Context: an optimization exercise on an open-source flow, tuned for small area, a short achievable clock period and few clock cycles per item. The choices shown serve that exercise and are no tape-out recipe.
Only simulation tests tie the RTL to the original design; equivalence was not proved.
Power is estimated from default activity; no workload was simulated.

`design/flow/config.mk`:
```
export PLATFORM = sky130hd
export DESIGN_NAME = hdcorr_engine
export DESIGN_NICKNAME = hdcorr_engine
export VERILOG_FILES = /design/flow/design.v
export SDC_FILE = /design/flow/constraint.sdc
export NUM_CORES = 4
export LEC_CHECK = 0
export CAP_MARGIN = 20
export CORE_MARGIN = 2
export CORE_UTILIZATION = 40
export SLEW_MARGIN = 50
```
`design/flow/constraint.sdc`:
```
create_clock -name core_clock -period 14.0 [get_ports {clk}]
set_input_delay 2.8000 -clock core_clock [delete_from_list [all_inputs] [get_ports {clk}]]
set_output_delay 2.8000 -clock core_clock [all_outputs]
set_load 0.01 [all_outputs]
```
`design/flow/design.v`:
```
module hdcorr_engine (
    input  wire        clk,
    input  wire        rst,
    input  wire        in_valid,
    output wire        in_ready,
    input  wire [31:0] in_data,
    output wire        rsp_valid,
    input  wire        rsp_ready,
    output wire [3:0]  rsp_status,
    output wire [31:0] rsp_val_i,
    output wire [31:0] rsp_val_q
);
    localparam integer NMAX = 255;
    localparam [7:0] OP_PSEQ     = 8'h01;
    localparam [7:0] OP_PGEN     = 8'h02;
    localparam [7:0] OP_BIND     = 8'h03;
    localparam [7:0] OP_RESET    = 8'h04;
    localparam [7:0] OP_PUSH     = 8'h05;
    localparam [7:0] OP_DESTROY  = 8'h06;
    localparam [7:0] OP_INFO     = 8'h07;
    localparam [7:0] OP_RDLAST   = 8'h08;
    localparam [7:0] OP_PDESTROY = 8'h09;
    localparam [2:0] ST_OK    = 3'd0;
    localparam [2:0] E_OPCODE = 3'd1;
    localparam [2:0] E_STATE  = 3'd2;
    localparam [2:0] E_SEL    = 3'd3;
    localparam [2:0] E_LEN0   = 3'd4;
    localparam [2:0] E_LENMAX = 3'd5;
    localparam [1:0] LC_EMPTY = 2'd0;
    localparam [1:0] LC_READY = 2'd1;
    localparam [1:0] LC_BOUND = 2'd2;
    localparam [1:0] K_ZERO = 2'd0;
    localparam [1:0] K_CORR = 2'd1;    
    localparam [1:0] K_INFO = 2'd2;
    localparam [1:0] P_CMD  = 2'd0;
    localparam [1:0] P_PSEQ = 2'd1;
    localparam [1:0] P_PUSH = 2'd2;
    reg [1:0]  lc;
    reg        path;
    reg [7:0]  pn;         
    reg [4:0]  errlog;
    reg        last_v;
    reg [NMAX-1:0] ref_p, ref_e, rx_i, rx_q;
    reg [1:0]  pst;
    reg [23:0] opcnt;
    reg [2:0]  pend;       
    reg        gen;
    reg [2:0]  gsel;       
    reg [7:0]  gv;
    reg        clr_pend;   
    reg        rdy;
    reg        tv1, tv2, tv3;
    reg [2:0]  ts1, ts2, ts3;
    reg [1:0]  tk1, tk2, tk3;
    reg        ph1, ph2;   
    reg        qv0, qv1, qv2;
    reg [2:0]  qs0, qs1, qs2;
    reg [9:0]  qi0, qi1, qi2;
    reg [13:0] qq0, qq1, qq2;
    reg [1:0]  outst;      
    assign in_ready   = rdy;
    assign rsp_valid  = qv0;
    assign rsp_status = {1'b0, qs0};
    assign rsp_val_i  = {{22{qi0[9]}}, qi0};
    assign rsp_val_q  = {{18{qq0[13]}}, qq0};
    wire        fire    = in_valid & rdy;
    wire [7:0]  opc     = in_data[31:24];
    wire [23:0] arg     = in_data[23:0];
    wire        arg_z   = (arg == 24'd0);
    wire        argh_z  = (arg[23:4] == 20'd0);
    wire        arg_big = (arg[23:8] != 16'd0);
    wire [3:0]  sel     = arg[3:0];
    wire        hd_i    = ~in_data[15] & (in_data[14:0] != 15'd0);
    wire        hd_q    = ~in_data[31] & (in_data[30:16] != 15'd0);
    wire is_empty = (lc == LC_EMPTY);
    wire is_ready = (lc == LC_READY);
    wire is_bound = (lc == LC_BOUND);
    reg        c_done;     
    reg [2:0]  c_st;
    reg [1:0]  c_kind;
    always @(*) begin
        c_done = 1'b1;
        c_st   = ST_OK;
        c_kind = K_ZERO;
        case (opc)
        OP_PSEQ: begin
            c_done = arg_z;
            c_st   = is_empty ? E_LEN0 : E_STATE;
        end
        OP_PGEN:
            if (!argh_z)            c_st = E_OPCODE;
            else if (!is_empty)     c_st = E_STATE;
            else if (sel > 4'd10)   c_st = E_SEL;
            else if (sel > 4'd6)    c_st = E_LENMAX;
        OP_BIND:
            if (!arg_z)             c_st = E_OPCODE;
            else if (!is_ready)     c_st = E_STATE;
        OP_RESET, OP_DESTROY:
            if (!arg_z)             c_st = E_OPCODE;
            else if (!is_bound)     c_st = E_STATE;
        OP_PUSH: begin
            c_done = !arg_z;
            c_st   = E_OPCODE;
        end
        OP_INFO:
            if (!arg_z)             c_st = E_OPCODE;
            else                    c_kind = K_INFO;
        OP_RDLAST:
            if (!arg_z)             c_st = E_OPCODE;
            else if (!is_bound || !last_v) c_st = E_STATE;
            else                    c_kind = K_CORR;
        OP_PDESTROY:
            if (!arg_z)             c_st = E_OPCODE;
            else if (!is_ready)     c_st = E_STATE;
        default:                    c_st = E_OPCODE;
        endcase
    end
    wire cmd_fire  = fire & (pst == P_CMD);
    wire pseq_fire = fire & (pst == P_PSEQ);
    wire push_fire = fire & (pst == P_PUSH);
    wire pseq_last = (opcnt == 24'd1);
    wire push_ok   = push_fire & (pend == ST_OK);
    wire ref_ld    = pseq_fire & (pend == ST_OK);
    reg        n_tv;
    reg [2:0]  n_ts;
    reg [1:0]  n_tk;
    always @(*) begin
        n_tv = 1'b0;
        n_ts = ST_OK;
        n_tk = K_ZERO;
        if (cmd_fire && c_done) begin
            n_tv = 1'b1;
            n_ts = c_st;
            n_tk = (c_st == ST_OK) ? c_kind : K_ZERO;
        end else if (pseq_fire && pseq_last) begin
            n_tv = 1'b1;
            n_ts = pend;
        end else if (push_fire) begin
            n_tv = 1'b1;
            n_ts = pend;
            n_tk = (pend == ST_OK) ? K_CORR : K_ZERO;
        end
    end
    reg [7:0] gmask, glmask, ginit;
    always @(*) begin
        case (gsel)
        3'd0:    begin gmask = 8'h03; glmask = 8'h03; ginit = 8'h02; end
        3'd1:    begin gmask = 8'h05; glmask = 8'h07; ginit = 8'h04; end
        3'd2:    begin gmask = 8'h09; glmask = 8'h0F; ginit = 8'h08; end
        3'd3:    begin gmask = 8'h12; glmask = 8'h1F; ginit = 8'h10; end
        3'd4:    begin gmask = 8'h21; glmask = 8'h3F; ginit = 8'h20; end
        3'd5:    begin gmask = 8'h44; glmask = 8'h7F; ginit = 8'h40; end
        default: begin gmask = 8'h8E; glmask = 8'hFF; ginit = 8'h80; end
        endcase
    end
    wire       gfb   = ^(gv & gmask);
    wire [7:0] gnext = ((gv << 1) | {7'd0, gfb}) & glmask;
    wire       gdone = (gnext == ginit);
    wire ref_sh = ref_ld | gen;
    wire new_p  = gen ? gfb  : hd_q;
    wire new_e  = gen ? 1'b0 : (hd_i ^ hd_q);
    always @(posedge clk) begin
        if (ref_sh) begin
            ref_p <= {ref_p[NMAX-2:0], new_p};
            ref_e <= {ref_e[NMAX-2:0], new_e};
        end
    end
    always @(posedge clk) begin
        if (clr_pend) begin
            rx_i <= {NMAX{1'b0}};
            rx_q <= {NMAX{1'b0}};
        end else if (push_ok) begin
            rx_i <= {rx_i[NMAX-2:0], hd_i};
            rx_q <= {rx_q[NMAX-2:0], hd_q};
        end
    end
    wire s = ~ph1;
    wire [NMAX-1:0] w;
    genvar gj;
    generate
        for (gj = 0; gj < NMAX; gj = gj + 1) begin : g_el
            wire m = (pn > gj);
            wire t = s ? (ref_e[gj] ? rx_i[gj] : rx_q[gj])
                       : (ref_e[gj] ? ~rx_q[gj] : rx_i[gj]);
            assign w[gj] = m & (ref_p[gj] ^ t);
        end
    endgenerate
    wire pca1 = w[0] ^ w[100] ^ w[101];
    wire pca2 = (w[0] & w[100]) | (w[0] & w[101]) | (w[100] & w[101]);
    wire pca3 = w[102] ^ w[103] ^ w[104];
    wire pca4 = (w[102] & w[103]) | (w[102] & w[104]) | (w[103] & w[104]);
    wire pca5 = w[105] ^ w[106] ^ w[107];
    wire pca6 = (w[105] & w[106]) | (w[105] & w[107]) | (w[106] & w[107]);
    wire pca7 = w[108] ^ w[109] ^ w[10];
    wire pca8 = (w[108] & w[109]) | (w[108] & w[10]) | (w[109] & w[10]);
    wire pca9 = w[110] ^ w[111] ^ w[112];
    wire pca10 = (w[110] & w[111]) | (w[110] & w[112]) | (w[111] & w[112]);
    wire pca11 = w[113] ^ w[114] ^ w[115];
    wire pca12 = (w[113] & w[114]) | (w[113] & w[115]) | (w[114] & w[115]);
    wire pca13 = w[116] ^ w[117] ^ w[118];
    wire pca14 = (w[116] & w[117]) | (w[116] & w[118]) | (w[117] & w[118]);
    wire pca15 = w[119] ^ w[11] ^ w[120];
    wire pca16 = (w[119] & w[11]) | (w[119] & w[120]) | (w[11] & w[120]);
    wire pca17 = w[121] ^ w[122] ^ w[123];
    wire pca18 = (w[121] & w[122]) | (w[121] & w[123]) | (w[122] & w[123]);
    wire pca19 = w[124] ^ w[125] ^ w[126];
    wire pca20 = (w[124] & w[125]) | (w[124] & w[126]) | (w[125] & w[126]);
    wire pca21 = w[127] ^ w[128] ^ w[129];
    wire pca22 = (w[127] & w[128]) | (w[127] & w[129]) | (w[128] & w[129]);
    wire pca23 = w[12] ^ w[130] ^ w[131];
    wire pca24 = (w[12] & w[130]) | (w[12] & w[131]) | (w[130] & w[131]);
    wire pca25 = w[132] ^ w[133] ^ w[134];
    wire pca26 = (w[132] & w[133]) | (w[132] & w[134]) | (w[133] & w[134]);
    wire pca27 = w[135] ^ w[136] ^ w[137];
    wire pca28 = (w[135] & w[136]) | (w[135] & w[137]) | (w[136] & w[137]);
    wire pca29 = w[138] ^ w[139] ^ w[13];
    wire pca30 = (w[138] & w[139]) | (w[138] & w[13]) | (w[139] & w[13]);
    wire pca31 = w[140] ^ w[141] ^ w[142];
    wire pca32 = (w[140] & w[141]) | (w[140] & w[142]) | (w[141] & w[142]);
    wire pca33 = w[143] ^ w[144] ^ w[145];
    wire pca34 = (w[143] & w[144]) | (w[143] & w[145]) | (w[144] & w[145]);
    wire pca35 = w[146] ^ w[147] ^ w[148];
    wire pca36 = (w[146] & w[147]) | (w[146] & w[148]) | (w[147] & w[148]);
    wire pca37 = w[149] ^ w[14] ^ w[150];
    wire pca38 = (w[149] & w[14]) | (w[149] & w[150]) | (w[14] & w[150]);
    wire pca39 = w[151] ^ w[152] ^ w[153];
    wire pca40 = (w[151] & w[152]) | (w[151] & w[153]) | (w[152] & w[153]);
    wire pca41 = w[154] ^ w[155] ^ w[156];
    wire pca42 = (w[154] & w[155]) | (w[154] & w[156]) | (w[155] & w[156]);
    wire pca43 = w[157] ^ w[158] ^ w[159];
    wire pca44 = (w[157] & w[158]) | (w[157] & w[159]) | (w[158] & w[159]);
    wire pca45 = w[15] ^ w[160] ^ w[161];
    wire pca46 = (w[15] & w[160]) | (w[15] & w[161]) | (w[160] & w[161]);
    wire pca47 = w[162] ^ w[163] ^ w[164];
    wire pca48 = (w[162] & w[163]) | (w[162] & w[164]) | (w[163] & w[164]);
    wire pca49 = w[165] ^ w[166] ^ w[167];
    wire pca50 = (w[165] & w[166]) | (w[165] & w[167]) | (w[166] & w[167]);
    wire pca51 = w[168] ^ w[169] ^ w[16];
    wire pca52 = (w[168] & w[169]) | (w[168] & w[16]) | (w[169] & w[16]);
    wire pca53 = w[170] ^ w[171] ^ w[172];
    wire pca54 = (w[170] & w[171]) | (w[170] & w[172]) | (w[171] & w[172]);
    wire pca55 = w[173] ^ w[174] ^ w[175];
    wire pca56 = (w[173] & w[174]) | (w[173] & w[175]) | (w[174] & w[175]);
    wire pca57 = w[176] ^ w[177] ^ w[178];
    wire pca58 = (w[176] & w[177]) | (w[176] & w[178]) | (w[177] & w[178]);
    wire pca59 = w[179] ^ w[17] ^ w[180];
    wire pca60 = (w[179] & w[17]) | (w[179] & w[180]) | (w[17] & w[180]);
    wire pca61 = w[181] ^ w[182] ^ w[183];
    wire pca62 = (w[181] & w[182]) | (w[181] & w[183]) | (w[182] & w[183]);
    wire pca63 = w[184] ^ w[185] ^ w[186];
    wire pca64 = (w[184] & w[185]) | (w[184] & w[186]) | (w[185] & w[186]);
    wire pca65 = w[187] ^ w[188] ^ w[189];
    wire pca66 = (w[187] & w[188]) | (w[187] & w[189]) | (w[188] & w[189]);
    wire pca67 = w[18] ^ w[190] ^ w[191];
    wire pca68 = (w[18] & w[190]) | (w[18] & w[191]) | (w[190] & w[191]);
    wire pca69 = w[192] ^ w[193] ^ w[194];
    wire pca70 = (w[192] & w[193]) | (w[192] & w[194]) | (w[193] & w[194]);
    wire pca71 = w[195] ^ w[196] ^ w[197];
    wire pca72 = (w[195] & w[196]) | (w[195] & w[197]) | (w[196] & w[197]);
    wire pca73 = w[198] ^ w[199] ^ w[19];
    wire pca74 = (w[198] & w[199]) | (w[198] & w[19]) | (w[199] & w[19]);
    wire pca75 = w[1] ^ w[200] ^ w[201];
    wire pca76 = (w[1] & w[200]) | (w[1] & w[201]) | (w[200] & w[201]);
    wire pca77 = w[202] ^ w[203] ^ w[204];
    wire pca78 = (w[202] & w[203]) | (w[202] & w[204]) | (w[203] & w[204]);
    wire pca79 = w[205] ^ w[206] ^ w[207];
    wire pca80 = (w[205] & w[206]) | (w[205] & w[207]) | (w[206] & w[207]);
    wire pca81 = w[208] ^ w[209] ^ w[20];
    wire pca82 = (w[208] & w[209]) | (w[208] & w[20]) | (w[209] & w[20]);
    wire pca83 = w[210] ^ w[211] ^ w[212];
    wire pca84 = (w[210] & w[211]) | (w[210] & w[212]) | (w[211] & w[212]);
    wire pca85 = w[213] ^ w[214] ^ w[215];
    wire pca86 = (w[213] & w[214]) | (w[213] & w[215]) | (w[214] & w[215]);
    wire pca87 = w[216] ^ w[217] ^ w[218];
    wire pca88 = (w[216] & w[217]) | (w[216] & w[218]) | (w[217] & w[218]);
    wire pca89 = w[219] ^ w[21] ^ w[220];
    wire pca90 = (w[219] & w[21]) | (w[219] & w[220]) | (w[21] & w[220]);
    wire pca91 = w[221] ^ w[222] ^ w[223];
    wire pca92 = (w[221] & w[222]) | (w[221] & w[223]) | (w[222] & w[223]);
    wire pca93 = w[224] ^ w[225] ^ w[226];
    wire pca94 = (w[224] & w[225]) | (w[224] & w[226]) | (w[225] & w[226]);
    wire pca95 = w[227] ^ w[228] ^ w[229];
    wire pca96 = (w[227] & w[228]) | (w[227] & w[229]) | (w[228] & w[229]);
    wire pca97 = w[22] ^ w[230] ^ w[231];
    wire pca98 = (w[22] & w[230]) | (w[22] & w[231]) | (w[230] & w[231]);
    wire pca99 = w[232] ^ w[233] ^ w[234];
    wire pca100 = (w[232] & w[233]) | (w[232] & w[234]) | (w[233] & w[234]);
    wire pca101 = w[235] ^ w[236] ^ w[237];
    wire pca102 = (w[235] & w[236]) | (w[235] & w[237]) | (w[236] & w[237]);
    wire pca103 = w[238] ^ w[239] ^ w[23];
    wire pca104 = (w[238] & w[239]) | (w[238] & w[23]) | (w[239] & w[23]);
    wire pca105 = w[240] ^ w[241] ^ w[242];
    wire pca106 = (w[240] & w[241]) | (w[240] & w[242]) | (w[241] & w[242]);
    wire pca107 = w[243] ^ w[244] ^ w[245];
    wire pca108 = (w[243] & w[244]) | (w[243] & w[245]) | (w[244] & w[245]);
    wire pca109 = w[246] ^ w[247] ^ w[248];
    wire pca110 = (w[246] & w[247]) | (w[246] & w[248]) | (w[247] & w[248]);
    wire pca111 = w[249] ^ w[24] ^ w[250];
    wire pca112 = (w[249] & w[24]) | (w[249] & w[250]) | (w[24] & w[250]);
    wire pca113 = w[251] ^ w[252] ^ w[253];
    wire pca114 = (w[251] & w[252]) | (w[251] & w[253]) | (w[252] & w[253]);
    wire pca115 = w[254] ^ w[25] ^ w[26];
    wire pca116 = (w[254] & w[25]) | (w[254] & w[26]) | (w[25] & w[26]);
    wire pca117 = w[27] ^ w[28] ^ w[29];
    wire pca118 = (w[27] & w[28]) | (w[27] & w[29]) | (w[28] & w[29]);
    wire pca119 = w[2] ^ w[30] ^ w[31];
    wire pca120 = (w[2] & w[30]) | (w[2] & w[31]) | (w[30] & w[31]);
    wire pca121 = w[32] ^ w[33] ^ w[34];
    wire pca122 = (w[32] & w[33]) | (w[32] & w[34]) | (w[33] & w[34]);
    wire pca123 = w[35] ^ w[36] ^ w[37];
    wire pca124 = (w[35] & w[36]) | (w[35] & w[37]) | (w[36] & w[37]);
    wire pca125 = w[38] ^ w[39] ^ w[3];
    wire pca126 = (w[38] & w[39]) | (w[38] & w[3]) | (w[39] & w[3]);
    wire pca127 = w[40] ^ w[41] ^ w[42];
    wire pca128 = (w[40] & w[41]) | (w[40] & w[42]) | (w[41] & w[42]);
    wire pca129 = w[43] ^ w[44] ^ w[45];
    wire pca130 = (w[43] & w[44]) | (w[43] & w[45]) | (w[44] & w[45]);
    wire pca131 = w[46] ^ w[47] ^ w[48];
    wire pca132 = (w[46] & w[47]) | (w[46] & w[48]) | (w[47] & w[48]);
    wire pca133 = w[49] ^ w[4] ^ w[50];
    wire pca134 = (w[49] & w[4]) | (w[49] & w[50]) | (w[4] & w[50]);
    wire pca135 = w[51] ^ w[52] ^ w[53];
    wire pca136 = (w[51] & w[52]) | (w[51] & w[53]) | (w[52] & w[53]);
    wire pca137 = w[54] ^ w[55] ^ w[56];
    wire pca138 = (w[54] & w[55]) | (w[54] & w[56]) | (w[55] & w[56]);
    wire pca139 = w[57] ^ w[58] ^ w[59];
    wire pca140 = (w[57] & w[58]) | (w[57] & w[59]) | (w[58] & w[59]);
    wire pca141 = w[5] ^ w[60] ^ w[61];
    wire pca142 = (w[5] & w[60]) | (w[5] & w[61]) | (w[60] & w[61]);
    wire pca143 = w[62] ^ w[63] ^ w[64];
    wire pca144 = (w[62] & w[63]) | (w[62] & w[64]) | (w[63] & w[64]);
    wire pca145 = w[65] ^ w[66] ^ w[67];
    wire pca146 = (w[65] & w[66]) | (w[65] & w[67]) | (w[66] & w[67]);
    wire pca147 = w[68] ^ w[69] ^ w[6];
    wire pca148 = (w[68] & w[69]) | (w[68] & w[6]) | (w[69] & w[6]);
    wire pca149 = w[70] ^ w[71] ^ w[72];
    wire pca150 = (w[70] & w[71]) | (w[70] & w[72]) | (w[71] & w[72]);
    wire pca151 = w[73] ^ w[74] ^ w[75];
    wire pca152 = (w[73] & w[74]) | (w[73] & w[75]) | (w[74] & w[75]);
    wire pca153 = w[76] ^ w[77] ^ w[78];
    wire pca154 = (w[76] & w[77]) | (w[76] & w[78]) | (w[77] & w[78]);
    wire pca155 = w[79] ^ w[7] ^ w[80];
    wire pca156 = (w[79] & w[7]) | (w[79] & w[80]) | (w[7] & w[80]);
    wire pca157 = w[81] ^ w[82] ^ w[83];
    wire pca158 = (w[81] & w[82]) | (w[81] & w[83]) | (w[82] & w[83]);
    wire pca159 = w[84] ^ w[85] ^ w[86];
    wire pca160 = (w[84] & w[85]) | (w[84] & w[86]) | (w[85] & w[86]);
    wire pca161 = w[87] ^ w[88] ^ w[89];
    wire pca162 = (w[87] & w[88]) | (w[87] & w[89]) | (w[88] & w[89]);
    wire pca163 = w[8] ^ w[90] ^ w[91];
    wire pca164 = (w[8] & w[90]) | (w[8] & w[91]) | (w[90] & w[91]);
    wire pca165 = w[92] ^ w[93] ^ w[94];
    wire pca166 = (w[92] & w[93]) | (w[92] & w[94]) | (w[93] & w[94]);
    wire pca167 = w[95] ^ w[96] ^ w[97];
    wire pca168 = (w[95] & w[96]) | (w[95] & w[97]) | (w[96] & w[97]);
    wire pca169 = w[98] ^ w[99] ^ w[9];
    wire pca170 = (w[98] & w[99]) | (w[98] & w[9]) | (w[99] & w[9]);
    wire pca171 = pca1 ^ pca101 ^ pca103;
    wire pca172 = (pca1 & pca101) | (pca1 & pca103) | (pca101 & pca103);
    wire pca173 = pca105 ^ pca107 ^ pca109;
    wire pca174 = (pca105 & pca107) | (pca105 & pca109) | (pca107 & pca109);
    wire pca175 = pca11 ^ pca111 ^ pca113;
    wire pca176 = (pca11 & pca111) | (pca11 & pca113) | (pca111 & pca113);
    wire pca177 = pca115 ^ pca117 ^ pca119;
    wire pca178 = (pca115 & pca117) | (pca115 & pca119) | (pca117 & pca119);
    wire pca179 = pca121 ^ pca123 ^ pca125;
    wire pca180 = (pca121 & pca123) | (pca121 & pca125) | (pca123 & pca125);
    wire pca181 = pca127 ^ pca129 ^ pca13;
    wire pca182 = (pca127 & pca129) | (pca127 & pca13) | (pca129 & pca13);
    wire pca183 = pca131 ^ pca133 ^ pca135;
    wire pca184 = (pca131 & pca133) | (pca131 & pca135) | (pca133 & pca135);
    wire pca185 = pca137 ^ pca139 ^ pca141;
    wire pca186 = (pca137 & pca139) | (pca137 & pca141) | (pca139 & pca141);
    wire pca187 = pca143 ^ pca145 ^ pca147;
    wire pca188 = (pca143 & pca145) | (pca143 & pca147) | (pca145 & pca147);
    wire pca189 = pca149 ^ pca15 ^ pca151;
    wire pca190 = (pca149 & pca15) | (pca149 & pca151) | (pca15 & pca151);
    wire pca191 = pca153 ^ pca155 ^ pca157;
    wire pca192 = (pca153 & pca155) | (pca153 & pca157) | (pca155 & pca157);
    wire pca193 = pca159 ^ pca161 ^ pca163;
    wire pca194 = (pca159 & pca161) | (pca159 & pca163) | (pca161 & pca163);
    wire pca195 = pca165 ^ pca167 ^ pca169;
    wire pca196 = (pca165 & pca167) | (pca165 & pca169) | (pca167 & pca169);
    wire pca197 = pca17 ^ pca19 ^ pca21;
    wire pca198 = (pca17 & pca19) | (pca17 & pca21) | (pca19 & pca21);
    wire pca199 = pca23 ^ pca25 ^ pca27;
    wire pca200 = (pca23 & pca25) | (pca23 & pca27) | (pca25 & pca27);
    wire pca201 = pca29 ^ pca3 ^ pca31;
    wire pca202 = (pca29 & pca3) | (pca29 & pca31) | (pca3 & pca31);
    wire pca203 = pca33 ^ pca35 ^ pca37;
    wire pca204 = (pca33 & pca35) | (pca33 & pca37) | (pca35 & pca37);
    wire pca205 = pca39 ^ pca41 ^ pca43;
    wire pca206 = (pca39 & pca41) | (pca39 & pca43) | (pca41 & pca43);
    wire pca207 = pca45 ^ pca47 ^ pca49;
    wire pca208 = (pca45 & pca47) | (pca45 & pca49) | (pca47 & pca49);
    wire pca209 = pca5 ^ pca51 ^ pca53;
    wire pca210 = (pca5 & pca51) | (pca5 & pca53) | (pca51 & pca53);
    wire pca211 = pca55 ^ pca57 ^ pca59;
    wire pca212 = (pca55 & pca57) | (pca55 & pca59) | (pca57 & pca59);
    wire pca213 = pca61 ^ pca63 ^ pca65;
    wire pca214 = (pca61 & pca63) | (pca61 & pca65) | (pca63 & pca65);
    wire pca215 = pca67 ^ pca69 ^ pca7;
    wire pca216 = (pca67 & pca69) | (pca67 & pca7) | (pca69 & pca7);
    wire pca217 = pca71 ^ pca73 ^ pca75;
    wire pca218 = (pca71 & pca73) | (pca71 & pca75) | (pca73 & pca75);
    wire pca219 = pca77 ^ pca79 ^ pca81;
    wire pca220 = (pca77 & pca79) | (pca77 & pca81) | (pca79 & pca81);
    wire pca221 = pca83 ^ pca85 ^ pca87;
    wire pca222 = (pca83 & pca85) | (pca83 & pca87) | (pca85 & pca87);
    wire pca223 = pca89 ^ pca9 ^ pca91;
    wire pca224 = (pca89 & pca9) | (pca89 & pca91) | (pca9 & pca91);
    wire pca225 = pca93 ^ pca95 ^ pca97;
    wire pca226 = (pca93 & pca95) | (pca93 & pca97) | (pca95 & pca97);
    wire pca227 = pca99 ^ pca171 ^ pca173;
    wire pca228 = (pca99 & pca171) | (pca99 & pca173) | (pca171 & pca173);
    wire pca229 = pca175 ^ pca177 ^ pca179;
    wire pca230 = (pca175 & pca177) | (pca175 & pca179) | (pca177 & pca179);
    wire pca231 = pca181 ^ pca183 ^ pca185;
    wire pca232 = (pca181 & pca183) | (pca181 & pca185) | (pca183 & pca185);
    wire pca233 = pca187 ^ pca189 ^ pca191;
    wire pca234 = (pca187 & pca189) | (pca187 & pca191) | (pca189 & pca191);
    wire pca235 = pca193 ^ pca195 ^ pca197;
    wire pca236 = (pca193 & pca195) | (pca193 & pca197) | (pca195 & pca197);
    wire pca237 = pca199 ^ pca201 ^ pca203;
    wire pca238 = (pca199 & pca201) | (pca199 & pca203) | (pca201 & pca203);
    wire pca239 = pca205 ^ pca207 ^ pca209;
    wire pca240 = (pca205 & pca207) | (pca205 & pca209) | (pca207 & pca209);
    wire pca241 = pca211 ^ pca213 ^ pca215;
    wire pca242 = (pca211 & pca213) | (pca211 & pca215) | (pca213 & pca215);
    wire pca243 = pca217 ^ pca219 ^ pca221;
    wire pca244 = (pca217 & pca219) | (pca217 & pca221) | (pca219 & pca221);
    wire pca245 = pca223 ^ pca225 ^ pca227;
    wire pca246 = (pca223 & pca225) | (pca223 & pca227) | (pca225 & pca227);
    wire pca247 = pca229 ^ pca231 ^ pca233;
    wire pca248 = (pca229 & pca231) | (pca229 & pca233) | (pca231 & pca233);
    wire pca249 = pca235 ^ pca237 ^ pca239;
    wire pca250 = (pca235 & pca237) | (pca235 & pca239) | (pca237 & pca239);
    wire pca251 = pca241 ^ pca243 ^ pca245;
    wire pca252 = (pca241 & pca243) | (pca241 & pca245) | (pca243 & pca245);
    wire pca253 = pca247 ^ pca249 ^ pca251;
    wire pca254 = (pca247 & pca249) | (pca247 & pca251) | (pca249 & pca251);
    wire pca255 = pca10 ^ pca100 ^ pca102;
    wire pca256 = (pca10 & pca100) | (pca10 & pca102) | (pca100 & pca102);
    wire pca257 = pca104 ^ pca106 ^ pca108;
    wire pca258 = (pca104 & pca106) | (pca104 & pca108) | (pca106 & pca108);
    wire pca259 = pca110 ^ pca112 ^ pca114;
    wire pca260 = (pca110 & pca112) | (pca110 & pca114) | (pca112 & pca114);
    wire pca261 = pca116 ^ pca118 ^ pca12;
    wire pca262 = (pca116 & pca118) | (pca116 & pca12) | (pca118 & pca12);
    wire pca263 = pca120 ^ pca122 ^ pca124;
    wire pca264 = (pca120 & pca122) | (pca120 & pca124) | (pca122 & pca124);
    wire pca265 = pca126 ^ pca128 ^ pca130;
    wire pca266 = (pca126 & pca128) | (pca126 & pca130) | (pca128 & pca130);
    wire pca267 = pca132 ^ pca134 ^ pca136;
    wire pca268 = (pca132 & pca134) | (pca132 & pca136) | (pca134 & pca136);
    wire pca269 = pca138 ^ pca14 ^ pca140;
    wire pca270 = (pca138 & pca14) | (pca138 & pca140) | (pca14 & pca140);
    wire pca271 = pca142 ^ pca144 ^ pca146;
    wire pca272 = (pca142 & pca144) | (pca142 & pca146) | (pca144 & pca146);
    wire pca273 = pca148 ^ pca150 ^ pca152;
    wire pca274 = (pca148 & pca150) | (pca148 & pca152) | (pca150 & pca152);
    wire pca275 = pca154 ^ pca156 ^ pca158;
    wire pca276 = (pca154 & pca156) | (pca154 & pca158) | (pca156 & pca158);
    wire pca277 = pca16 ^ pca160 ^ pca162;
    wire pca278 = (pca16 & pca160) | (pca16 & pca162) | (pca160 & pca162);
    wire pca279 = pca164 ^ pca166 ^ pca168;
    wire pca280 = (pca164 & pca166) | (pca164 & pca168) | (pca166 & pca168);
    wire pca281 = pca170 ^ pca18 ^ pca2;
    wire pca282 = (pca170 & pca18) | (pca170 & pca2) | (pca18 & pca2);
    wire pca283 = pca20 ^ pca22 ^ pca24;
    wire pca284 = (pca20 & pca22) | (pca20 & pca24) | (pca22 & pca24);
    wire pca285 = pca26 ^ pca28 ^ pca30;
    wire pca286 = (pca26 & pca28) | (pca26 & pca30) | (pca28 & pca30);
    wire pca287 = pca32 ^ pca34 ^ pca36;
    wire pca288 = (pca32 & pca34) | (pca32 & pca36) | (pca34 & pca36);
    wire pca289 = pca38 ^ pca4 ^ pca40;
    wire pca290 = (pca38 & pca4) | (pca38 & pca40) | (pca4 & pca40);
    wire pca291 = pca42 ^ pca44 ^ pca46;
    wire pca292 = (pca42 & pca44) | (pca42 & pca46) | (pca44 & pca46);
    wire pca293 = pca48 ^ pca50 ^ pca52;
    wire pca294 = (pca48 & pca50) | (pca48 & pca52) | (pca50 & pca52);
    wire pca295 = pca54 ^ pca56 ^ pca58;
    wire pca296 = (pca54 & pca56) | (pca54 & pca58) | (pca56 & pca58);
    wire pca297 = pca6 ^ pca60 ^ pca62;
    wire pca298 = (pca6 & pca60) | (pca6 & pca62) | (pca60 & pca62);
    wire pca299 = pca64 ^ pca66 ^ pca68;
    wire pca300 = (pca64 & pca66) | (pca64 & pca68) | (pca66 & pca68);
    wire pca301 = pca70 ^ pca72 ^ pca74;
    wire pca302 = (pca70 & pca72) | (pca70 & pca74) | (pca72 & pca74);
    wire pca303 = pca76 ^ pca78 ^ pca8;
    wire pca304 = (pca76 & pca78) | (pca76 & pca8) | (pca78 & pca8);
    wire pca305 = pca80 ^ pca82 ^ pca84;
    wire pca306 = (pca80 & pca82) | (pca80 & pca84) | (pca82 & pca84);
    wire pca307 = pca86 ^ pca88 ^ pca90;
    wire pca308 = (pca86 & pca88) | (pca86 & pca90) | (pca88 & pca90);
    wire pca309 = pca92 ^ pca94 ^ pca96;
    wire pca310 = (pca92 & pca94) | (pca92 & pca96) | (pca94 & pca96);
    wire pca311 = pca98 ^ pca172 ^ pca174;
    wire pca312 = (pca98 & pca172) | (pca98 & pca174) | (pca172 & pca174);
    wire pca313 = pca176 ^ pca178 ^ pca180;
    wire pca314 = (pca176 & pca178) | (pca176 & pca180) | (pca178 & pca180);
    wire pca315 = pca182 ^ pca184 ^ pca186;
    wire pca316 = (pca182 & pca184) | (pca182 & pca186) | (pca184 & pca186);
    wire pca317 = pca188 ^ pca190 ^ pca192;
    wire pca318 = (pca188 & pca190) | (pca188 & pca192) | (pca190 & pca192);
    wire pca319 = pca194 ^ pca196 ^ pca198;
    wire pca320 = (pca194 & pca196) | (pca194 & pca198) | (pca196 & pca198);
    wire pca321 = pca200 ^ pca202 ^ pca204;
    wire pca322 = (pca200 & pca202) | (pca200 & pca204) | (pca202 & pca204);
    wire pca323 = pca206 ^ pca208 ^ pca210;
    wire pca324 = (pca206 & pca208) | (pca206 & pca210) | (pca208 & pca210);
    wire pca325 = pca212 ^ pca214 ^ pca216;
    wire pca326 = (pca212 & pca214) | (pca212 & pca216) | (pca214 & pca216);
    wire pca327 = pca218 ^ pca220 ^ pca222;
    wire pca328 = (pca218 & pca220) | (pca218 & pca222) | (pca220 & pca222);
    wire pca329 = pca224 ^ pca226 ^ pca255;
    wire pca330 = (pca224 & pca226) | (pca224 & pca255) | (pca226 & pca255);
    wire pca331 = pca257 ^ pca259 ^ pca261;
    wire pca332 = (pca257 & pca259) | (pca257 & pca261) | (pca259 & pca261);
    wire pca333 = pca263 ^ pca265 ^ pca267;
    wire pca334 = (pca263 & pca265) | (pca263 & pca267) | (pca265 & pca267);
    wire pca335 = pca269 ^ pca271 ^ pca273;
    wire pca336 = (pca269 & pca271) | (pca269 & pca273) | (pca271 & pca273);
    wire pca337 = pca275 ^ pca277 ^ pca279;
    wire pca338 = (pca275 & pca277) | (pca275 & pca279) | (pca277 & pca279);
    wire pca339 = pca281 ^ pca283 ^ pca285;
    wire pca340 = (pca281 & pca283) | (pca281 & pca285) | (pca283 & pca285);
    wire pca341 = pca287 ^ pca289 ^ pca291;
    wire pca342 = (pca287 & pca289) | (pca287 & pca291) | (pca289 & pca291);
    wire pca343 = pca293 ^ pca295 ^ pca297;
    wire pca344 = (pca293 & pca295) | (pca293 & pca297) | (pca295 & pca297);
    wire pca345 = pca299 ^ pca301 ^ pca303;
    wire pca346 = (pca299 & pca301) | (pca299 & pca303) | (pca301 & pca303);
    wire pca347 = pca305 ^ pca307 ^ pca309;
    wire pca348 = (pca305 & pca307) | (pca305 & pca309) | (pca307 & pca309);
    wire pca349 = pca228 ^ pca230 ^ pca232;
    wire pca350 = (pca228 & pca230) | (pca228 & pca232) | (pca230 & pca232);
    wire pca351 = pca234 ^ pca236 ^ pca238;
    wire pca352 = (pca234 & pca236) | (pca234 & pca238) | (pca236 & pca238);
    wire pca353 = pca240 ^ pca242 ^ pca244;
    wire pca354 = (pca240 & pca242) | (pca240 & pca244) | (pca242 & pca244);
    wire pca355 = pca311 ^ pca313 ^ pca315;
    wire pca356 = (pca311 & pca313) | (pca311 & pca315) | (pca313 & pca315);
    wire pca357 = pca317 ^ pca319 ^ pca321;
    wire pca358 = (pca317 & pca319) | (pca317 & pca321) | (pca319 & pca321);
    wire pca359 = pca323 ^ pca325 ^ pca327;
    wire pca360 = (pca323 & pca325) | (pca323 & pca327) | (pca325 & pca327);
    wire pca361 = pca329 ^ pca331 ^ pca333;
    wire pca362 = (pca329 & pca331) | (pca329 & pca333) | (pca331 & pca333);
    wire pca363 = pca335 ^ pca337 ^ pca339;
    wire pca364 = (pca335 & pca337) | (pca335 & pca339) | (pca337 & pca339);
    wire pca365 = pca341 ^ pca343 ^ pca345;
    wire pca366 = (pca341 & pca343) | (pca341 & pca345) | (pca343 & pca345);
    wire pca367 = pca347 ^ pca246 ^ pca248;
    wire pca368 = (pca347 & pca246) | (pca347 & pca248) | (pca246 & pca248);
    wire pca369 = pca250 ^ pca349 ^ pca351;
    wire pca370 = (pca250 & pca349) | (pca250 & pca351) | (pca349 & pca351);
    wire pca371 = pca353 ^ pca355 ^ pca357;
    wire pca372 = (pca353 & pca355) | (pca353 & pca357) | (pca355 & pca357);
    wire pca373 = pca359 ^ pca361 ^ pca363;
    wire pca374 = (pca359 & pca361) | (pca359 & pca363) | (pca361 & pca363);
    wire pca375 = pca365 ^ pca252 ^ pca367;
    wire pca376 = (pca365 & pca252) | (pca365 & pca367) | (pca252 & pca367);
    wire pca377 = pca369 ^ pca371 ^ pca373;
    wire pca378 = (pca369 & pca371) | (pca369 & pca373) | (pca371 & pca373);
    wire pca379 = pca254 ^ pca375 ^ pca377;
    wire pca380 = (pca254 & pca375) | (pca254 & pca377) | (pca375 & pca377);
    wire pca381 = pca256 ^ pca258 ^ pca260;
    wire pca382 = (pca256 & pca258) | (pca256 & pca260) | (pca258 & pca260);
    wire pca383 = pca262 ^ pca264 ^ pca266;
    wire pca384 = (pca262 & pca264) | (pca262 & pca266) | (pca264 & pca266);
    wire pca385 = pca268 ^ pca270 ^ pca272;
    wire pca386 = (pca268 & pca270) | (pca268 & pca272) | (pca270 & pca272);
    wire pca387 = pca274 ^ pca276 ^ pca278;
    wire pca388 = (pca274 & pca276) | (pca274 & pca278) | (pca276 & pca278);
    wire pca389 = pca280 ^ pca282 ^ pca284;
    wire pca390 = (pca280 & pca282) | (pca280 & pca284) | (pca282 & pca284);
    wire pca391 = pca286 ^ pca288 ^ pca290;
    wire pca392 = (pca286 & pca288) | (pca286 & pca290) | (pca288 & pca290);
    wire pca393 = pca292 ^ pca294 ^ pca296;
    wire pca394 = (pca292 & pca294) | (pca292 & pca296) | (pca294 & pca296);
    wire pca395 = pca298 ^ pca300 ^ pca302;
    wire pca396 = (pca298 & pca300) | (pca298 & pca302) | (pca300 & pca302);
    wire pca397 = pca304 ^ pca306 ^ pca308;
    wire pca398 = (pca304 & pca306) | (pca304 & pca308) | (pca306 & pca308);
    wire pca399 = pca310 ^ pca312 ^ pca314;
    wire pca400 = (pca310 & pca312) | (pca310 & pca314) | (pca312 & pca314);
    wire pca401 = pca316 ^ pca318 ^ pca320;
    wire pca402 = (pca316 & pca318) | (pca316 & pca320) | (pca318 & pca320);
    wire pca403 = pca322 ^ pca324 ^ pca326;
    wire pca404 = (pca322 & pca324) | (pca322 & pca326) | (pca324 & pca326);
    wire pca405 = pca328 ^ pca330 ^ pca332;
    wire pca406 = (pca328 & pca330) | (pca328 & pca332) | (pca330 & pca332);
    wire pca407 = pca334 ^ pca336 ^ pca338;
    wire pca408 = (pca334 & pca336) | (pca334 & pca338) | (pca336 & pca338);
    wire pca409 = pca340 ^ pca342 ^ pca344;
    wire pca410 = (pca340 & pca342) | (pca340 & pca344) | (pca342 & pca344);
    wire pca411 = pca346 ^ pca348 ^ pca381;
    wire pca412 = (pca346 & pca348) | (pca346 & pca381) | (pca348 & pca381);
    wire pca413 = pca383 ^ pca385 ^ pca387;
    wire pca414 = (pca383 & pca385) | (pca383 & pca387) | (pca385 & pca387);
    wire pca415 = pca389 ^ pca391 ^ pca393;
    wire pca416 = (pca389 & pca391) | (pca389 & pca393) | (pca391 & pca393);
    wire pca417 = pca395 ^ pca397 ^ pca350;
    wire pca418 = (pca395 & pca397) | (pca395 & pca350) | (pca397 & pca350);
    wire pca419 = pca352 ^ pca354 ^ pca356;
    wire pca420 = (pca352 & pca354) | (pca352 & pca356) | (pca354 & pca356);
    wire pca421 = pca358 ^ pca360 ^ pca362;
    wire pca422 = (pca358 & pca360) | (pca358 & pca362) | (pca360 & pca362);
    wire pca423 = pca364 ^ pca366 ^ pca399;
    wire pca424 = (pca364 & pca366) | (pca364 & pca399) | (pca366 & pca399);
    wire pca425 = pca401 ^ pca403 ^ pca405;
    wire pca426 = (pca401 & pca403) | (pca401 & pca405) | (pca403 & pca405);
    wire pca427 = pca407 ^ pca409 ^ pca411;
    wire pca428 = (pca407 & pca409) | (pca407 & pca411) | (pca409 & pca411);
    wire pca429 = pca413 ^ pca415 ^ pca368;
    wire pca430 = (pca413 & pca415) | (pca413 & pca368) | (pca415 & pca368);
    wire pca431 = pca370 ^ pca372 ^ pca374;
    wire pca432 = (pca370 & pca372) | (pca370 & pca374) | (pca372 & pca374);
    wire pca433 = pca417 ^ pca419 ^ pca421;
    wire pca434 = (pca417 & pca419) | (pca417 & pca421) | (pca419 & pca421);
    wire pca435 = pca423 ^ pca425 ^ pca427;
    wire pca436 = (pca423 & pca425) | (pca423 & pca427) | (pca425 & pca427);
    wire pca437 = pca429 ^ pca431 ^ pca433;
    wire pca438 = (pca429 & pca431) | (pca429 & pca433) | (pca431 & pca433);
    wire pca439 = pca435 ^ pca376 ^ pca378;
    wire pca440 = (pca435 & pca376) | (pca435 & pca378) | (pca376 & pca378);
    wire pca441 = pca382 ^ pca384 ^ pca386;
    wire pca442 = (pca382 & pca384) | (pca382 & pca386) | (pca384 & pca386);
    wire pca443 = pca388 ^ pca390 ^ pca392;
    wire pca444 = (pca388 & pca390) | (pca388 & pca392) | (pca390 & pca392);
    wire pca445 = pca394 ^ pca396 ^ pca398;
    wire pca446 = (pca394 & pca396) | (pca394 & pca398) | (pca396 & pca398);
    wire pca447 = pca400 ^ pca402 ^ pca404;
    wire pca448 = (pca400 & pca402) | (pca400 & pca404) | (pca402 & pca404);
    wire pca449 = pca406 ^ pca408 ^ pca410;
    wire pca450 = (pca406 & pca408) | (pca406 & pca410) | (pca408 & pca410);
    wire pca451 = pca412 ^ pca414 ^ pca416;
    wire pca452 = (pca412 & pca414) | (pca412 & pca416) | (pca414 & pca416);
    wire pca453 = pca441 ^ pca443 ^ pca445;
    wire pca454 = (pca441 & pca443) | (pca441 & pca445) | (pca443 & pca445);
    wire pca455 = pca447 ^ pca449 ^ pca451;
    wire pca456 = (pca447 & pca449) | (pca447 & pca451) | (pca449 & pca451);
    wire pca457 = pca418 ^ pca420 ^ pca422;
    wire pca458 = (pca418 & pca420) | (pca418 & pca422) | (pca420 & pca422);
    wire pca459 = pca424 ^ pca426 ^ pca428;
    wire pca460 = (pca424 & pca426) | (pca424 & pca428) | (pca426 & pca428);
    wire pca461 = pca453 ^ pca455 ^ pca430;
    wire pca462 = (pca453 & pca455) | (pca453 & pca430) | (pca455 & pca430);
    wire pca463 = pca432 ^ pca434 ^ pca436;
    wire pca464 = (pca432 & pca434) | (pca432 & pca436) | (pca434 & pca436);
    wire pca465 = pca442 ^ pca444 ^ pca446;
    wire pca466 = (pca442 & pca444) | (pca442 & pca446) | (pca444 & pca446);
    wire pca467 = pca448 ^ pca450 ^ pca452;
    wire pca468 = (pca448 & pca450) | (pca448 & pca452) | (pca450 & pca452);
    wire pca469 = pca465 ^ pca454 ^ pca456;
    wire pca470 = (pca465 & pca454) | (pca465 & pca456) | (pca454 & pca456);
    wire pca471 = pca467 ^ pca458 ^ pca460;
    wire pca472 = (pca467 & pca458) | (pca467 & pca460) | (pca458 & pca460);
    wire pca473 = pca466 ^ pca468 ^ pca470;
    wire pca474 = (pca466 & pca468) | (pca466 & pca470) | (pca468 & pca470);
    reg [17:0] ra;
    always @(posedge clk) begin
        ra <= {pca474, pca473, pca472, pca471, pca464, pca462, pca469, pca440, pca463, pca461, pca438, pca459, pca457, pca439, pca380, pca437, pca379, pca253};
    end
    wire pcb1 = ra[2] ^ ra[3] ^ ra[4];
    wire pcb2 = (ra[2] & ra[3]) | (ra[2] & ra[4]) | (ra[3] & ra[4]);
    wire pcb3 = ra[10] ^ ra[5] ^ ra[6];
    wire pcb4 = (ra[10] & ra[5]) | (ra[10] & ra[6]) | (ra[5] & ra[6]);
    wire pcb5 = ra[7] ^ ra[8] ^ ra[9];
    wire pcb6 = (ra[7] & ra[8]) | (ra[7] & ra[9]) | (ra[8] & ra[9]);
    wire pcb7 = pcb2 ^ pcb3 ^ pcb5;
    wire pcb8 = (pcb2 & pcb3) | (pcb2 & pcb5) | (pcb3 & pcb5);
    wire pcb9 = ra[11] ^ ra[12] ^ ra[13];
    wire pcb10 = (ra[11] & ra[12]) | (ra[11] & ra[13]) | (ra[12] & ra[13]);
    wire pcb11 = ra[14] ^ pcb4 ^ pcb6;
    wire pcb12 = (ra[14] & pcb4) | (ra[14] & pcb6) | (pcb4 & pcb6);
    wire pcb13 = pcb9 ^ pcb11 ^ pcb8;
    wire pcb14 = (pcb9 & pcb11) | (pcb9 & pcb8) | (pcb11 & pcb8);
    wire pcb15 = ra[15] ^ ra[16] ^ pcb10;
    wire pcb16 = (ra[15] & ra[16]) | (ra[15] & pcb10) | (ra[16] & pcb10);
    wire pcb17 = pcb12 ^ pcb15 ^ pcb14;
    wire pcb18 = (pcb12 & pcb15) | (pcb12 & pcb14) | (pcb15 & pcb14);
    wire pcb19 = ra[17] ^ pcb16 ^ pcb18;
    wire pcb20 = (ra[17] & pcb16) | (ra[17] & pcb18) | (pcb16 & pcb18);
    wire [7:0] pc_ra = {pcb20, pcb19, pcb17, pcb13, pcb7, pcb1, ra[1], ra[0]};
    wire [7:0] pc_rb = {1'b0, 1'b0, 1'b0, 1'b0, 1'b0, 1'b0, 1'b0, 1'b0};
    wire [7:0] pcnt = pc_ra + pc_rb;
    reg [7:0] pu, npu;
    always @(posedge clk) begin
        if (ph2) begin
            pu  <= pcnt;
            npu <= pn - pcnt;
        end
    end
    wire [8:0] dif_i = {1'b0, pcnt} - {1'b0, pu};
    wire [8:0] dif_q = {1'b0, npu} - {1'b0, pcnt};
    reg [9:0]  r_i;
    reg [13:0] r_q;
    always @(*) begin
        case (tk3)
        K_CORR:  begin r_i = {dif_i, 1'b0}; r_q = {{4{dif_q[8]}}, dif_q, 1'b0}; end
        K_INFO:  begin r_i = {2'b00, is_empty ? 8'd0 : pn};
                       r_q = {1'b0, errlog, 2'b00, last_v, path, 2'b10, lc}; end
        default: begin r_i = 10'd0; r_q = 14'd0; end
        endcase
    end
    wire take = qv0 & rsp_ready;
    wire [1:0] qcnt   = qv2 ? 2'd3 : qv1 ? 2'd2 : {1'b0, qv0};
    wire [1:0] qpos   = qcnt - {1'b0, take};
    wire [1:0] qcnt_n = qpos + {1'b0, tv3};
    reg [1:0] outst_n;
    always @(*) begin
        outst_n = outst + {1'b0, n_tv} - {1'b0, take};
    end
    always @(posedge clk) begin
        if (rst) begin
            lc       <= LC_EMPTY;
            path     <= 1'b0;
            pn       <= 8'd0;
            errlog   <= 5'd0;
            last_v   <= 1'b0;
            pst      <= P_CMD;
            gen      <= 1'b0;
            clr_pend <= 1'b0;
            rdy      <= 1'b0;
            tv1 <= 1'b0; tv2 <= 1'b0; tv3 <= 1'b0;
            ph1 <= 1'b0; ph2 <= 1'b0;
            qv0 <= 1'b0; qv1 <= 1'b0; qv2 <= 1'b0;
            outst    <= 2'd0;
        end else begin
            clr_pend <= 1'b0;
            ph1 <= push_ok;
            ph2 <= ph1;
            if (cmd_fire) begin
                case (opc)
                OP_PSEQ: if (!arg_z) begin
                    pst   <= P_PSEQ;
                    opcnt <= arg;
                    pend  <= !is_empty ? E_STATE : (arg_big ? E_LENMAX : ST_OK);
                    if (is_empty && !arg_big) pn <= arg[7:0];
                end
                OP_PUSH: if (arg_z) begin
                    pst  <= P_PUSH;
                    pend <= is_bound ? ST_OK : E_STATE;
                end
                default: ;
                endcase
                if (c_done && c_st == ST_OK) begin
                    case (opc)
                    OP_PGEN: begin
                        gen  <= 1'b1;
                        gsel <= sel[2:0];
                        gv   <= 8'd1 << (sel[2:0] + 3'd1);
                        pn   <= (8'd1 << ({1'b0, sel[2:0]} + 4'd2)) - 8'd1;
                        path <= 1'b1;
                        lc   <= LC_READY;
                    end
                    OP_BIND: begin
                        clr_pend <= 1'b1;
                        last_v   <= 1'b0;
                        lc       <= LC_BOUND;
                    end
                    OP_RESET: begin
                        clr_pend <= 1'b1;
                        last_v   <= 1'b0;
                    end
                    OP_DESTROY: begin
                        last_v <= 1'b0;
                        path   <= 1'b0;
                        lc     <= path ? LC_EMPTY : LC_READY;
                    end
                    OP_PDESTROY: begin
                        path <= 1'b0;
                        lc   <= LC_EMPTY;
                    end
                    default: ;
                    endcase
                end
            end
            if (pseq_fire) begin
                opcnt <= opcnt - 24'd1;
                if (pseq_last) begin
                    pst <= P_CMD;
                    if (pend == ST_OK) begin
                        path <= 1'b0;
                        lc   <= LC_READY;
                    end
                end
            end
            if (push_fire) begin
                pst <= P_CMD;
                if (pend == ST_OK) last_v <= 1'b1;
            end
            if (gen) begin
                gv <= gnext;
                if (gdone) gen <= 1'b0;
            end
            if (n_tv) begin
                case (n_ts)
                E_OPCODE: errlog[0] <= 1'b1;
                E_STATE:  errlog[1] <= 1'b1;
                E_SEL:    errlog[2] <= 1'b1;
                E_LEN0:   errlog[3] <= 1'b1;
                E_LENMAX: errlog[4] <= 1'b1;
                default:  ;
                endcase
            end
            tv1 <= n_tv;
            tv2 <= tv1;
            tv3 <= tv2;
            qv0 <= (qcnt_n != 2'd0);
            qv1 <= qcnt_n[1];
            qv2 <= (qcnt_n == 2'd3);
            outst <= outst_n;
            rdy <= (outst_n != 2'd3)
                 & ~(gen & ~gdone)
                 & ~(cmd_fire & (opc == OP_PGEN || opc == OP_INFO))
                 & ~(tv1 & (tk1 == K_INFO));
        end
    end
    always @(posedge clk) begin
        ts1 <= n_ts; tk1 <= n_tk;
        ts2 <= ts1;  tk2 <= tk1;
        ts3 <= ts2;  tk3 <= tk2;
        if (take) begin
            qs0 <= qs1; qi0 <= qi1; qq0 <= qq1;
            qs1 <= qs2; qi1 <= qi2; qq1 <= qq2;
        end
        if (tv3) begin
            case (qpos)
            2'd0:    begin qs0 <= ts3; qi0 <= r_i; qq0 <= r_q; end
            2'd1:    begin qs1 <= ts3; qi1 <= r_i; qq1 <= r_q; end
            default: begin qs2 <= ts3; qi2 <= r_i; qq2 <= r_q; end
            endcase
        end
    end
endmodule
```
`design/flow/flow/run.sh`:
```
#!/bin/bash
# Standard ORFS layout (the standard.sh, unchanged synthesis), with the
# timing repair asked to leave extra setup slack so that it works towards a
# shorter achieved period. Constraints and clock period are the design's.
set -euo pipefail
MARGIN=$(cat flow/setup_margin.txt)
bash standard.sh SETUP_SLACK_MARGIN=$MARGIN finish > standard.log 2>&1
```
`design/flow/flow/setup_margin.txt`:
```
9
```
`design/flow/standard.sh`:
```
#!/bin/bash
# synth_recipe.tcl (not shown) runs the flow's synth.tcl, then flattens the netlist and writes it again
# the make line also repeats each setting of config.mk as NAME=value (left out here)
make -C /OpenROAD-flow-scripts/flow DESIGN_CONFIG=/design/flow/config.mk WORK_HOME=/design/flow/orfs CLKGATE_MAP_FILE= SYNTH_SCRIPT=/design/flow/synth_recipe.tcl "${@:-finish}"
```
==> impl_results.md, run 1 <==
* Hold Slack at 0.326 ns
* Share of the synthesized area in the top cell type at 0.291
* Total clock sinks at 1219
* Syn_area_per_cell at 9.08 sq um
* Startpoint types: flip-flop
* Largest net degree at the start of global routing at 98
* Unique masters post-synth at 72
* Overall Power at 8.02 mW
* Leak at 25.5 nW
* CTS Buf Count at 137
* Register area share after synthesis at 0.498
* Dominant cells by area after synthesis: edfxtp_1, dfxtp_1, a21oi_1
* Initial antenna violation count at 2
* IO Count at 106
* Clk pin slew, worst setup/hold paths at 0.06 ns
* All-Layer GR Usage at 0.242
* Post-synth top area cell: edfxtp_1
* Worst IR Drop VDD at 0.120 mV
* Crit Path Max Fanout at 7
* Arrival @ worst endpoint at 6.39 ns
* Share of layout cells above drive strength 1 at 0.141
* Slew @ Worst Pin at 0.720 ns
* Final instance area at 0.0734 sq mm
* Top_reg_cell synth: dfxtp_1
* Warnings, synthesis at 1
* 1st-iter DRT viols at 4834
* HPWL Detailed at 120 mm
* CTS root buf: clkbuf_16
* CP endpoint kind: flip-flop
* Final min period at 5.71 ns
* Gr ovfl total at 0
* Hold-fix buffer count after cts at 0
* Antenna-violating nets left at 0
* H-tree depth at 4
* # port buffers at 104
* Die ar. at 0.155 sq mm
* Number of vias per cell at 5.57
* Vias in the first global route at 46807
* Starting Density at 0.401
* Fin. max-slew vios at 0
* Clock Latency Late Sink at 0.82 ns
* Avg WL per Cell at 21.6 um
* Most frequent cells after synthesis: nand2_1, a21oi_1, dfxtp_1
* Cell area after placement at 0.0641 sq mm
* Net Count, Synth at 7025
* Maximum root-to-sink buffer count at 3
* Final hold vios at 0
* Cell count after synthesis at 6702
* Die width at 394 um
* RSZ-0062 raised after global routing: yes
* Critical path class: flip-flop to flip-flop
* Floorplan row count at 143
* Status: complete, no violations
* Max Cap Viol at 0
* Final Cycle Share at 0.408
* Number of synthesized flops with an enable pin at 590
* Residual DRC at 0
* Flops & latches, synth at 1219
* Hold Path Class: flip-flop to flip-flop
* Core Area at 0.152 sq mm
* GP Congestion at 0.966
* Vert. Die Dim at 394 um
* Fmax achieved at 175 MHz
* Clock Skews at 0.0535 ns
* DR vias at 49594
* Mapped Area at 0.0608 sq mm
* Pwr Density at 109 mW/mm^2
* Fin nets at 7073
* Final Util at 0.484
* # setup viols final at 0
* Routed Wire Length at 193 mm
* DR pass1 iterations at 6
* Relative slew margins at 0.515
* First-pass GRT wire length at 291 mm
* Most frequent cell after synthesis: nand2_1
* TritonCTS clock tree: built
* Area Growth Syn to Fin at 20.6%
* WP data required at 14.68 ns
* Asr flop ratio synth at 0
[routing by layer]
layer	track usage	wire [um]
met1	0.331	82200
met3	0.0434	13500
met5	0	13
met4	0.0872	7480
met2	0.385	89300
[repair_timing]
item,4_1_cts,5_1_grt
pin swaps,115,70
gates cloned,44,6
setup buffers,66,13
resized for setup,540,138
endpoints found under the setup margin,397,218
[cell families after synthesis]
logic type      after synthesis  share of synthesized area
compound gates             1801                      0.157
xor+xnor                    300                     0.0432
mux                          47                    0.00817
fa+ha+maj                   287                     0.0899
flops                      1219                      0.498
buf+inv                     696                     0.0455
simple gates               2351                      0.158
other cells                   1                  0.0000616
[state kept, by name, summed over array words and instances (netlist names), 8 cells and up]
name,count
opcnt,24
qq2,14
rx_i,255
npu,8
ref_p,255
gv,8
qi1,10
pn,8
qi0,10
qq1,14
qi2,10
ref_e,255
pu,8
qq0,14
ra,18
rx_q,255
[placed cells by master (no fill, tap or decap), drive strengths merged, types with 37 or more instances in the layout]
| master | count |
|---|---|
| clkinv | 55 |
| clkbuf | 205 |
| o21ai | 285 |
| edfxtp | 590 |
| inv | 300 |
| a21oi | 1325 |
| xor2 | 83 |
| nand3 | 58 |
| dfxtp | 629 |
| xnor2 | 217 |
| o211ai | 55 |
| ha | 37 |
| clkdlybuf4s50 | 83 |
| nand2 | 1371 |
| buf | 183 |
| nor3 | 248 |
| nor2 | 540 |
| fa | 250 |
[power breakdown]
part	switching [mW]	internal, mW	total, mW
logic	0.213	0.271	0.484
clock network	1.58	2.12	3.70
registers	0.0547	3.78	3.84
total	1.85	6.17	8.02
[critical path: stages (launching register included)]
cell and delay, ns:
dfxtp_4 0.37, buf_12 0.13, buf_16 0.15, buf_16 0.16
nor2_4 0.12, nor2_1 0.05, a21oi_1 0.15, a21oi_2 0.10
xnor2_2 0.37, o311ai_4 0.20, fa_1 0.55, inv_2 0.05
fa_2 0.40, fa_2 0.56, inv_2 0.05, fa_2 0.55
inv_1 0.05, fa_2 0.52, inv_1 0.05, fa_1 0.48
inv_1 0.05, fa_1 0.45
[worst paths after layout]
kind	end	from	depth (start not counted)	slack [ns]
max	ra[1]	ph1	21	8.29
min	ts3[2]	ts2[2]	0	0.33
max reg2reg	ra[1]	ph1	21	8.29
min reg2reg	ts3[2]	ts2[2]	0	0.33
[stage by stage]
stage / cells / worst slack (ns) / setup TNS (ns)
after detailed placement: 8511 / 7.04 / 0
final: 8897 / 8.29 / 0
after global placement: 8492 / 7.00 / 0
after CTS: 8876 / 8.33 / 0
after global routing: 8896 / 8.19 / 0
after floorplan: 6702 / -2.32 / -1181.88
[cell type report]
class / instances / area (sq um)
Sequential cell: 1219 / 30300
Fill cell: 14047 / 78200
Clock inverter: 68 / 768
Timing Repair Buffer: 306 / 4500
Antenna cell: 1 / 2.50
Clock buffer: 187 / 3870
Multi-Input combinational cell: 4788 / 30200
Tap cell: 2030 / 2540
Inverter: 298 / 1150
Testbench counts, summed over its fixed seeds: cycles 23,650, items 9,600.
==> run 2, diff against run 1 <==
==> design/flow/run.sh (new file) <==
#!/bin/bash
# synth_recipe.tcl (not shown) runs the flow's synth.tcl, then flattens the netlist and writes it again
# the make line also repeats each setting of config.mk as NAME=value (left out here)
make -C /OpenROAD-flow-scripts/flow DESIGN_CONFIG=/design/flow/config.mk WORK_HOME=/design/flow/orfs CLKGATE_MAP_FILE= SYNTH_SCRIPT=/design/flow/synth_recipe.tcl finish
removed: design/flow/flow/run.sh
removed: design/flow/flow/setup_margin.txt
removed: design/flow/standard.sh
==> impl_results.md, run 2 <==
* R2r setup slk at 7.13 ns (was 8.29 ns)
* Fin. max-slew vios at 0 (unchanged)
* Residual DRC at 0 (unchanged)
* Arrival @ worst endpoint at 7.53 ns (was 6.39 ns)
* Flops & latches, synth at 1219 (unchanged)
* Hold Path Origin: tk2[1] (was ts2[2])
* H-tree depth at 4 (unchanged)
* Register area share after synthesis at 0.498 (unchanged)
* Critical path class: flip-flop to flip-flop (unchanged)
* Relative slew margins at 0.463 (was 0.515)
* Fin nets at 6955 (was 7073)
* WP data required at 14.66 ns (was 14.68 ns)
* Pwr Density at 114 mW/mm^2 (was 109 mW/mm^2)
* Unique masters post-synth at 72 (unchanged)
* Core Area at 0.152 sq mm (unchanged)
* Fmax achieved at 146 MHz (was 175 MHz)
* Vias in the first global route at 45685 (was 46807)
* Worst path top cell family by delay: adder cells (unchanged)
* Total clock sinks at 1219 (unchanged)
* Number of synthesized flops with an enable pin at 590 (unchanged)
* Gr ovfl total at 0 (unchanged)
* Most frequent cells after synthesis: nand2_1, a21oi_1, dfxtp_1 (unchanged)
* Number of vias per cell at 5.47 (was 5.57)
* R2r endpoint: ra[1] (unchanged)
* Hold Path Class: flip-flop to flip-flop (unchanged)
* Initial antenna violation count at 5 (was 2)
* Floorplan row count at 143 (unchanged)
* Post-CTS sizing at 0 (was 540)
* Die width at 394 um (unchanged)
* Net Count, Synth at 7025 (unchanged)
* CTS Buf Count at 138 (was 137)
* CP endpoint kind: flip-flop (unchanged)
* Clock Skews at 0.0374 ns (was 0.0535 ns)
* Clk pin slew, worst setup/hold paths at 0.06 ns (about the same)
* Top_reg_cell synth: dfxtp_1 (unchanged)
* Commonest non-fill, non-tap cell in the layout: nand2_1 (unchanged)
* Starting Density at 0.401 (unchanged)
* Cell area after placement at 0.0640 sq mm (was 0.0641 sq mm)
* HPWL Detailed at 122 mm (was 120 mm)
* Worst-path cell chain: buf_12 > buf_6 > buf_4 > nor2_1 > nor3_1 > a21oi_1 > xnor2_1 > o211ai_1 > fa_1 > inv_1 > fa_1 > fa_1 > inv_1 > fa_1 > inv_1 > fa_1 > inv_1 > fa_1 > inv_1 > fa_1 (was buf_12 > buf_16 > buf_16 > nor2_4 > nor2_1 > a21oi_1 > a21oi_2 > xnor2_2 > o311ai_4 > fa_1 > inv_2 > fa_2 > fa_2 > inv_2 > fa_2 > inv_1 > fa_2 > inv_1 > fa_1 > inv_1 > fa_1)
* Hold path depth at 0 (unchanged)
* Warnings, synthesis at 1 (unchanged)
* Status: complete, no violations (unchanged)
* Syn_area_per_cell at 9.08 sq um (unchanged)
* Post-synth top area cell: edfxtp_1 (unchanged)
* DR pass1 iterations at 6 (unchanged)
* Hold-fix buffer count after cts at 0 (unchanged)
* Layout fillers at 14414 (was 14047)
* Leak at 23.4 nW (was 25.5 nW)
* Avg WL per Cell at 20.2 um (was 21.6 um)
* Share of layout cells above drive strength 1 at 0.0522 (was 0.141)
* # port buffers at 104 (unchanged)
* Antenna-violating nets left at 0 (unchanged)
* RSZ-0062 raised after global routing: no (was yes)
* Crit Path Max Fanout at 69 (was 7)
* TritonCTS clock tree: built (unchanged)
* Vert. Die Dim at 394 um (unchanged)
* DR vias at 48028 (was 49594)
* R2r worst-path depth at 20 (was 21)
* Buf+Inv Stages, Crit Path at 8 (unchanged)
* Slew @ Worst Pin at 0.803 ns (was 0.720 ns)
* Startpoint types: flip-flop (unchanged)
* Post-CTS setup buffer count at 0 (was 66)
* First-pass GRT wire length at 273 mm (was 291 mm)
* Final instance area at 0.0685 sq mm (was 0.0734 sq mm)
* Commonest cells after routing, fill and taps aside: nand2_1, a21oi_1, dfxtp_1 (unchanged)
* RR Startpoint: ph1 (unchanged)
* Final min period at 6.87 ns (was 5.71 ns)
* # setup viols final at 0 (unchanged)
* All-Layer GR Usage at 0.224 (was 0.242)
* CTS root buf: clkbuf_16 (unchanged)
* Final Cycle Share at 0.491 (was 0.408)
* Share of the synthesized area in the top cell type at 0.291 (unchanged)
* Clock Latency Late Sink at 0.80 ns (was 0.82 ns)
* Dominant cells by area after synthesis: edfxtp_1, dfxtp_1, a21oi_1 (unchanged)
* Max Cap Viol at 0 (unchanged)
* Routed Wire Length at 177 mm (was 193 mm)
* GP Congestion at 1.01 (was 0.966)
* Mapped Area at 0.0608 sq mm (unchanged)
* Hold path endpoint: tk3[1] (was ts3[2])
* Maximum root-to-sink buffer count at 3 (unchanged)
* Overall Power at 7.84 mW (was 8.02 mW)
* Asr flop ratio synth at 0 (unchanged)
* Largest net degree at the start of global routing at 95 (was 98)
* Final hold vios at 0 (unchanged)
* 1st-iter DRT viols at 4255 (was 4834)
* IO Count at 106 (unchanged)
* Die ar. at 0.155 sq mm (unchanged)
* Area Growth Syn to Fin at 12.6% (was 20.6%)
* Cell count after synthesis at 6702 (unchanged)
* Critical-path top delay cell: dfxtp_4 (was fa_2)
* Worst IR Drop VDD at 0.126 mV (was 0.120 mV)
* Sum Neg Setup Slack at 0 ns (unchanged)
* Most frequent cell after synthesis: nand2_1 (unchanged)
* CP max stage delay at 0.66 ns (was 0.56 ns)
* Most used cell, CP: fa_1 (was fa_2)
==> run 2: cell counts after synthesis <==
Identical to the previous run, type by type.
==> run 2: how the worst max path moves through the flow <==
stage	endpoint	depth (start not counted)	startpoint
5_1_grt	ra[1]	20	ph1
6_report	ra[1]	20	ph1
3_5_place_dp	ra[1]	20	ph1
2_1_floorplan	ref_e[0]	3	in_valid
4_1_cts	ra[1]	20	ph1
3_3_place_gp	ra[1]	19	ph1
==> run 2: metal layers <==
metal | track usage | vias to the layer above | wire length (um)
met1 | 0.297 | 23393 | 75700
met2 | 0.360 | 1571 | 82300
met4 | 0.0911 | 6 | 7000
met3 | 0.0449 | 344 | 12200
met5 | 0 | - | 25
li1 | - | 22714 | -
==> run 2: cell families (layout without fill, tap and decap cells) <==
logic type,Yosys count,count (layout),share of synthesized area
XOR/XNOR,300,300,0.0432
adder cells (fa/ha/maj),287,287,0.0899
flip-flops,1219,1219,0.498
buffers and inverters,696,738,0.0455
multiplexers,47,47,0.00817
AO/OA/AOI/OAI,1801,1801,0.157
AND/OR/NAND/NOR,2351,2351,0.158
other,1,2,0.0000616
==> run 2: layout make-up <==
cell class,count,area (sq um),area share
tap,2030,2540,0.0371
timing repair buffer,188,2200,0.0322
multi-input combinational,4787,27900,0.408
clock inverter,60,551,0.00804
antenna,1,2.50,0.0000365
inverter,298,1120,0.0163
clock buffer,192,3850,0.0562
sequential,1219,30300,0.443
==> run 2: report_power, final <==
part,total (mW),switching (mW),leakage (nW),internal (mW)
registers,3.84,0.0536,10.4,3.78
clock network,3.53,1.52,2.14,2.01
logic,0.471,0.208,10.9,0.263
==> run 2: metrics by stage <==
stage / hold WS [ns] / setup WS, ns / instances / util
after global routing: 0.330 / 6.74 / 8774 / 0.452
final: 0.323 / 7.13 / 8775 / 0.452
after floorplan: 0.310 / -2.32 / 6702 / -
after detailed placement: 0.315 / 7.00 / 8520 / 0.422
after CTS: 0.325 / 6.94 / 8772 / 0.452
after global placement: 0.313 / 6.76 / 8499 / 0.418

## port drivers added, routing unchanged
Ports are ideal in the flow. The routed layouts listed here were re-timed in OpenROAD.
Step 1 assumes that a clkbuf_16 drives the clock port and a buf_2 every other input.
Step 2 times the ports against the registers' clock, not the clock port: input delays grow and output delays shrink by t, the midpoint of the rising clock arrivals with the driver on.
Slacks: ideal ports / drivers / drivers and shift; pairs: ideal ports / drivers.
run | t, ns | slack for setup (ns) | worst setup path at the end | worst slew at a driven data input, ns | pins driven straight from the clock port
run 1 | 0.870 | 8.288 / 8.288 / 8.207 | input to register | 0.06 | 1
run 2 | 0.867 | 7.131 / 7.131 / 7.131 | register to register | 0.05 | 1
After both steps setup and hold are still met in every run listed. For run 1, which loses most, drivers alone change the setup slack by 0.000 ns; drivers and shift together by -0.081 ns.
